Source: an optimization exercise on an open RTL-to-GDS flow (aim: small area, a short achievable clock period and few clock cycles per item). Production flows keep margins and buffers that such runs may drop. Where RTL was checked, it was by simulation tests only, not by an equivalence proof against the original. Power and IR drop assume default switching activity.

run M:
Design ble_tx, start of the top module:
module ble_tx (
    input  wire       clk,
    input  wire       rst,
    input  wire       start_valid,
    output wire       start_ready,
    input  wire [5:0] start_channel,
    input  wire [1:0] start_phy,
    input  wire [4:0] start_plen,
    input  wire       in_valid,
    output wire       in_ready,
    input  wire [7:0] in_data,
    output reg        out_valid,
    input  wire       out_ready,
    output reg  [7:0] out_data,
    output reg        out_last
);
Size in the first run: ~1200 cells after synthesis, ~370 flip-flops, about 38 I/O pins, ~16000 um^2 of cells after synthesis.
export LEC_CHECK = 0
export CAP_MARGIN = 20
export CORE_MARGIN = 2
export CORE_UTILIZATION = 40
export CTS_BUF_LIST = sky130_fd_sc_hd__clkbuf_16
export CTS_CLUSTER_DIAMETER = 100
export CTS_CLUSTER_SIZE = 24
export PLACE_DENSITY = 0.6
export SETUP_SLACK_MARGIN = 2.7
export SLEW_MARGIN = 20
create_clock -name core_clock -period 5.0 [get_ports {clk}]
standard.sh (not shown) runs the stock make flow with config.mk's settings and CLKGATE_MAP_FILE= SYNTH_SCRIPT=/design/flow/synth_recipe.tcl, a recipe that flattens the netlist after the stock synthesis.
==> flow/flow/run.sh <==
#!/bin/bash
# The standard layout, with real buffers (not delay cells) on the ports.
set -euo pipefail
export BUFFER_PORTS_ARGS="-buffer_cell sky130_fd_sc_hd__buf_4"
bash standard.sh finish > layout.log 2>&1
Testbench counts of run M, summed over its fixed seeds: cycles 41,279, packets 384.
## Diff of input files: run C against run M
--- a/flow/design.v
+++ b/flow/design.v
@@ -110,33 +110,34 @@
     reg [7:0] rd;
     always @(*) begin : rdmux
         integer g, j;
         reg [7:0] grp [0:7];
         for (g = 0; g < 8; g = g + 1) begin
             grp[g] = 8'd0;
             for (j = 0; j < 4; j = j + 1)
                 if (4*g + j < 31)
                     grp[g] = grp[g] | (pos_lo[j] ? mem[8*(4*g+j) +: 8] : 8'd0);
         end
         rd = grp[pos[4:2]];
     end
-    reg [5:0] pos_n;
-    always @(*) begin
-        pos_n = pos + {5'd0, in_fire && aph != A_PAY} +
-                {5'd0, rb_load && (aph == A_ADDR || aph == A_PAY)};
-        if (start_fire)
-            pos_n = 6'd58;                            
-        else if (rb_load && aph == A_ADDR && addr_end)
-            pos_n = 6'd0;
-    end
+    wire [5:0] pos_r  = pos + {5'd0, rb_load && (aph == A_ADDR || aph == A_PAY)};
+    wire [5:0] pos_rw = pos_r + 6'd1;
+    wire       pos_z  = rb_load && aph == A_ADDR && addr_end;
+    wire [5:0] pos_n  = start_fire ? 6'd58 :                  
+                        pos_z ? 6'd0 :
+                        (in_fire && aph != A_PAY) ? pos_rw : pos_r;
+    wire [3:0] lo_r   = 4'd1 << pos_r[1:0];
+    wire [3:0] lo_n   = start_fire ? 4'b0100 :
+                        pos_z ? 4'b0001 :
+                        (in_fire && aph != A_PAY) ? {lo_r[2:0], lo_r[3]} : lo_r;
     reg  [7:0] bsrc;
     always @(*) begin
         if (rb_crc)
             bsrc = crc[23:16];
         else if (rb_h0)
             bsrc = 8'h40;                             
         else if (rb_h1)
             bsrc = rev8({2'b00, s_len});              
         else
             bsrc = rev8(rb);
     end
     localparam [1:0] O_IDLE = 2'd0,
@@ -287,25 +288,25 @@
     end
     always @(posedge clk) begin
         if (start_fire) begin
             s_ch  <= start_channel;
             s_phy <= start_phy;
             s_len <= {1'b0, start_plen} + 6'd6;
             wcnt  <= 6'd0;
             a_rd  <= 1'b0;
         end
         if (in_fire)
             wcnt <= wcnt_inc;
         pos    <= pos_n;
-        pos_lo <= 4'd1 << pos_n[1:0];
+        pos_lo <= lo_n;
         if (rb_load) begin
             rb_crc  <= (aph == A_CRC);
             rb_last <= (aph == A_CRC) && addr_end;
             rb_h0   <= (aph == A_H0);
             rb_h1   <= (aph == A_H1);
             rb      <= rd;
             acnt    <= acnt - 3'd1;
             case (aph)
                 A_H1:   acnt <= 3'd5;
                 A_ADDR: if (addr_end) begin
                     acnt <= 3'd2;
                     a_rd <= 1'b1;
### Flow results
In run C the post-layout worst setup margin turned out 0.10 ns lower than in run M.
Register area of run M is on par with run C.
Total power delta for run C relative to run M: about 12% higher
Compared with run M, run C shows a synthesized cell count that is 2.6% higher.
Per the comparison of run C with run M, portion of total power attributed to combinational logic now sits higher, fraction of area in multi-input gates now sits higher.
Function not checked in run C: the RTL went through the layout flow alone.

[port drivers added, routing unchanged]
Ports are ideal in the flow. The routed layouts listed here were re-timed in OpenROAD.
Step 1 sets driving cells, clkbuf_16 on the clock port and buf_2 on the other inputs (assumed; they add their load-dependent delay and slew).
Step 2 also shifts input and output timing later by t, the mid clock arrival at the registers, as if the neighbouring blocks saw the same clock.
a / b / c = ideal ports / drivers / drivers and shift; a / b = the first two.
run	shift t [ns]	setup slack, ns	worst data-port slew with drivers (ns)	cell pins on the clock port's net
run M	0.574	2.657 / 2.657 / 2.126	0.07	1
run C	0.565	2.556 / 2.556 / 2.088	0.05	1
After both steps every run listed still meets setup and hold. The setup slack of run M, which loses most, moves by 0.000 ns with the drivers and by -0.531 ns with both steps.
